This is an optimization exercise on Yosys and OpenROAD, whose aim is small area, a short achievable clock period and few clock cycles per item, not a production implementation. Function was checked by simulation only, so behaviour that the tests miss may differ from the original. Power is estimated from default activity; no workload was simulated.

## lc_core
module lc_core (
    input  wire        clk,
    input  wire        rst,
    input  wire        cmd_valid,
    output wire        cmd_ready,
    input  wire [15:0] cmd_word,
    input  wire [95:0] cmd_rd,
    output reg         rsp_valid,
    output reg  [1:0]  rsp_status,
    output reg  [7:0]  rsp_pat,
    output reg  [7:0]  rsp_pos,
    output wire        acq_req,
    input  wire        acq_done,
    input  wire        acq_err,
    input  wire [95:0] acq_rd,
    output wire        busy,
    output wire [7:0]  last_pos
);
For scale: roughly 1,500 cells after synthesis, ~130 flip-flops.
export LEC_CHECK = 0
export ABC_AREA = 1
export CAP_MARGIN = 20
export CORE_MARGIN = 2
export CORE_UTILIZATION = 70
export CTS_BUF_LIST = sky130_fd_sc_hd__clkbuf_4 sky130_fd_sc_hd__clkbuf_8
export SLEW_MARGIN = 20
create_clock -name core_clock -period 22.0 [get_ports {clk}]
standard.sh (not shown) runs the stock make flow with config.mk's settings and CLKGATE_MAP_FILE= SYNTH_SCRIPT=/design/flow/synth_recipe.tcl, a recipe that flattens the netlist after the stock synthesis.
==> flow/flow/run.sh <==
#!/bin/bash
# The standard layout (standard.sh) with these changes to how it is made:
#  - the ports are buffered by the smallest buffer instead of buffer_ports'
#    default delay cell;
#  - repair_timing is asked for a setup margin so that it works on the
#    slowest paths although the 22 ns clock leaves them slack;
#  - clock tree synthesis adds no dummy loads.
# The SDC and the clock period are the standard flow's. The full make output goes to
# standard_flow.log; ORFS keeps each step's log in orfs/logs.
set -euo pipefail
HERE=$PWD
sed "s|log_cmd abc {\*}\$abc_args|log_cmd abc -script $HERE/flow/abc_map.script {*}[lrange \$abc_args 2 end]|" \
    "$FLOW_HOME/scripts/synth.tcl" > lc_synth_core.tcl
grep -q "flow/abc_map.script" lc_synth_core.tcl
sed "s|source \$::env(SCRIPTS_DIR)/synth.tcl|source $HERE/lc_synth_core.tcl|" synth_recipe.tcl > lc_synth.tcl
grep -q "lc_synth_core.tcl" lc_synth.tcl
bash standard.sh finish \
    "SYNTH_SCRIPT=$HERE/lc_synth.tcl" \
    "BUFFER_PORTS_ARGS=-buffer_cell sky130_fd_sc_hd__buf_1" \
    "SETUP_SLACK_MARGIN=12.8" \
    "CTS_ARGS=-sink_clustering_enable -repair_clock_nets -dont_use_dummy_load -buf_list {sky130_fd_sc_hd__clkbuf_4 sky130_fd_sc_hd__clkbuf_8}" \
    > standard_flow.log 2>&1
==> flow/flow/abc_map.script <==
strash
dch
map -D 5000
strash
dch
map -D 5000
strash
dch
map -D 5000
topo
stime -c
buffer -c
upsize -c
dnsize -c
Testbench counts at the start, summed over its fixed seeds: cycles 22,201, commands 8,000.
Edit:
==> flow/flow/abc_map.script (replaced) <==
strash
dch
amap
topo
stime -c
buffer -c
upsize -c
dnsize -c
Result:
- Now the flow died in global routing (5_1_grt) on GRT-0232
- synthesized area drops by 8.6%
- synthesized cell count drops by 11%
Edit:
--- a/flow/flow/run.sh
+++ b/flow/flow/run.sh
@@ -18,5 +18,5 @@
     "SYNTH_SCRIPT=$HERE/lc_synth.tcl" \
     "BUFFER_PORTS_ARGS=-buffer_cell sky130_fd_sc_hd__buf_1" \
-    "SETUP_SLACK_MARGIN=12.8" \
+    "SETUP_SLACK_MARGIN=13.0" \
     "CTS_ARGS=-sink_clustering_enable -repair_clock_nets -dont_use_dummy_load -buf_list {sky130_fd_sc_hd__clkbuf_4 sky130_fd_sc_hd__clkbuf_8}" \
     > standard_flow.log 2>&1
==> flow/flow/abc_map.script (replaced) <==
strash
dch
map -D 5000
strash
dch
map -D 5000
strash
dch
map -D 5000
topo
stime -c
buffer -c
upsize -c
dnsize -c
=> This time the run finished with timing, DRC and antenna clean; synthesized cell count grows by roughly a tenth; synthesized area climbs by roughly a tenth.
Edit:
==> flow/flow/run.sh (replaced) <==
#!/bin/bash
# The standard layout (standard.sh) with two changes to how it is made:
# the ports are buffered by the smallest buffer instead of buffer_ports'
# default delay cell, and repair_timing is asked for a setup margin so that
# it works on the slowest paths although the 22 ns clock leaves them slack.
# The SDC and the clock period are the standard flow's. The full make output goes to
# standard_flow.log; ORFS keeps each step's log in orfs/logs.
set -euo pipefail
bash standard.sh finish \
    "BUFFER_PORTS_ARGS=-buffer_cell sky130_fd_sc_hd__buf_1" \
    "SETUP_SLACK_MARGIN=13.3" > standard_flow.log 2>&1
removed: flow/flow/abc_map.script
The new run passed the timing, design-rule and antenna checks.
Area after synthesis climbs by 9.4%.
Wire length climbs by about 14%.
Critical path depth stays the same.
Setup slack is about the same.
Core utilization drops by 0.64 points.
Cell area climbs by about 9%.
Power drops by 2.2%.
Synthesized cell count climbs by about 24%.
Via count climbs by 12%.
Non-clock buffer count drops by 12.
Edit:
==> flow/flow/run.sh (replaced) <==
#!/bin/bash
# The standard layout (standard.sh) with three changes to how it is
# made: the ports are buffered by the smallest buffer instead of
# buffer_ports' default delay cell; repair_timing is asked for a setup
# margin so that it works on the slowest paths although the 22 ns clock
# leaves them slack; and clock tree synthesis adds no dummy loads. The SDC
# and the clock period are the standard flow's. The full make output goes to
# standard_flow.log; ORFS keeps each step's log in orfs/logs.
set -euo pipefail
bash standard.sh finish \
    "BUFFER_PORTS_ARGS=-buffer_cell sky130_fd_sc_hd__buf_1" \
    "SETUP_SLACK_MARGIN=12.8" \
    "CTS_ARGS=-sink_clustering_enable -repair_clock_nets -dont_use_dummy_load -buf_list {sky130_fd_sc_hd__clkbuf_4 sky130_fd_sc_hd__clkbuf_8}" \
    > standard_flow.log 2>&1
The changed run went through all stages and came out clean.
Final area goes down by a few percent.
Cell count drops slightly.
Critical path depth stays the same.
Wire length came out lower by a few percent.
Clock-buffer cell count goes down by 2.
Utilization decreases by 1.8 points.
Edit:
==> flow/flow/run.sh (replaced) <==
#!/bin/bash
# The standard layout (standard.sh) with these changes to how it is made:
#  - the ports are buffered by the smallest buffer instead of buffer_ports'
#    default delay cell;
#  - repair_timing is asked for a setup margin so that it works on the
#    slowest paths although the 22 ns clock leaves them slack;
#  - clock tree synthesis adds no dummy loads.
# The SDC and the clock period are the standard flow's. The full make output goes to
# standard_flow.log; ORFS keeps each step's log in orfs/logs.
set -euo pipefail
HERE=$PWD
sed "s|log_cmd abc {\*}\$abc_args|log_cmd abc -script $HERE/flow/abc_map.script {*}[lrange \$abc_args 2 end]|" \
    "$FLOW_HOME/scripts/synth.tcl" > lc_synth_core.tcl
grep -q "flow/abc_map.script" lc_synth_core.tcl
sed "s|source \$::env(SCRIPTS_DIR)/synth.tcl|source $HERE/lc_synth_core.tcl|" synth_recipe.tcl > lc_synth.tcl
grep -q "lc_synth_core.tcl" lc_synth.tcl
bash standard.sh finish \
    "SYNTH_SCRIPT=$HERE/lc_synth.tcl" \
    "BUFFER_PORTS_ARGS=-buffer_cell sky130_fd_sc_hd__buf_1" \
    "SETUP_SLACK_MARGIN=12.8" \
    "CTS_ARGS=-sink_clustering_enable -repair_clock_nets -dont_use_dummy_load -buf_list {sky130_fd_sc_hd__clkbuf_4 sky130_fd_sc_hd__clkbuf_8}" \
    > standard_flow.log 2>&1
==> flow/flow/abc_map.script (new file) <==
strash
strash
dch
map -D 6000
strash
dch
map -D 6000
strash
dch
map -D 6000
topo
stime -c
buffer -c
upsize -c
dnsize -c
Outcome: Worst setup slack improves by 0.029 ns. Design area is lower by 6.6%. Global-route usage is higher by 0.38 points. Cell count is lower by 16%. Power is higher by 8.2%. Routed wire length is lower by 7.2%. Area after synthesis is lower by 11%. Hold slack improves by 0.018 ns. First-iteration DRC count is higher by 43%.

## what the ideal ports hide
In the flow no input, the clock included, has a driving cell. The finished layouts below were timed again as built, in two steps. Step 1, drivers: a clkbuf_16 drives clk and a buf_2 each remaining input, both assumed. Step 2 moves the port delays by t, midway between the first and last clock arrival at a register: inputs arrive t later, outputs are due t later. That takes back most of the time a late clock gives input paths. a / b / c = ideal / step 1 / step 2; a / b = the first two.
run	shift t [ns]	slack for setup (ns)	hold slack, ns
the first run	0.454	12.848 / 12.829 / 12.829	0.468 / 0.468 / 0.468
the third run	0.491	12.920 / 12.820 / 12.820	0.479 / 0.479 / 0.479
the fourth run	0.499	12.919 / 12.866 / 12.866	0.458 / 0.458 / 0.458
the fifth run	0.480	12.822 / 12.803 / 12.803	0.454 / 0.454 / 0.454
the sixth run	0.488	12.851 / 12.829 / 12.829	0.472 / 0.472 / 0.472
After both steps setup and hold are still met in every run listed. The setup slack of the third run, which loses most, moves by -0.100 ns with the drivers and by -0.100 ns with both steps.
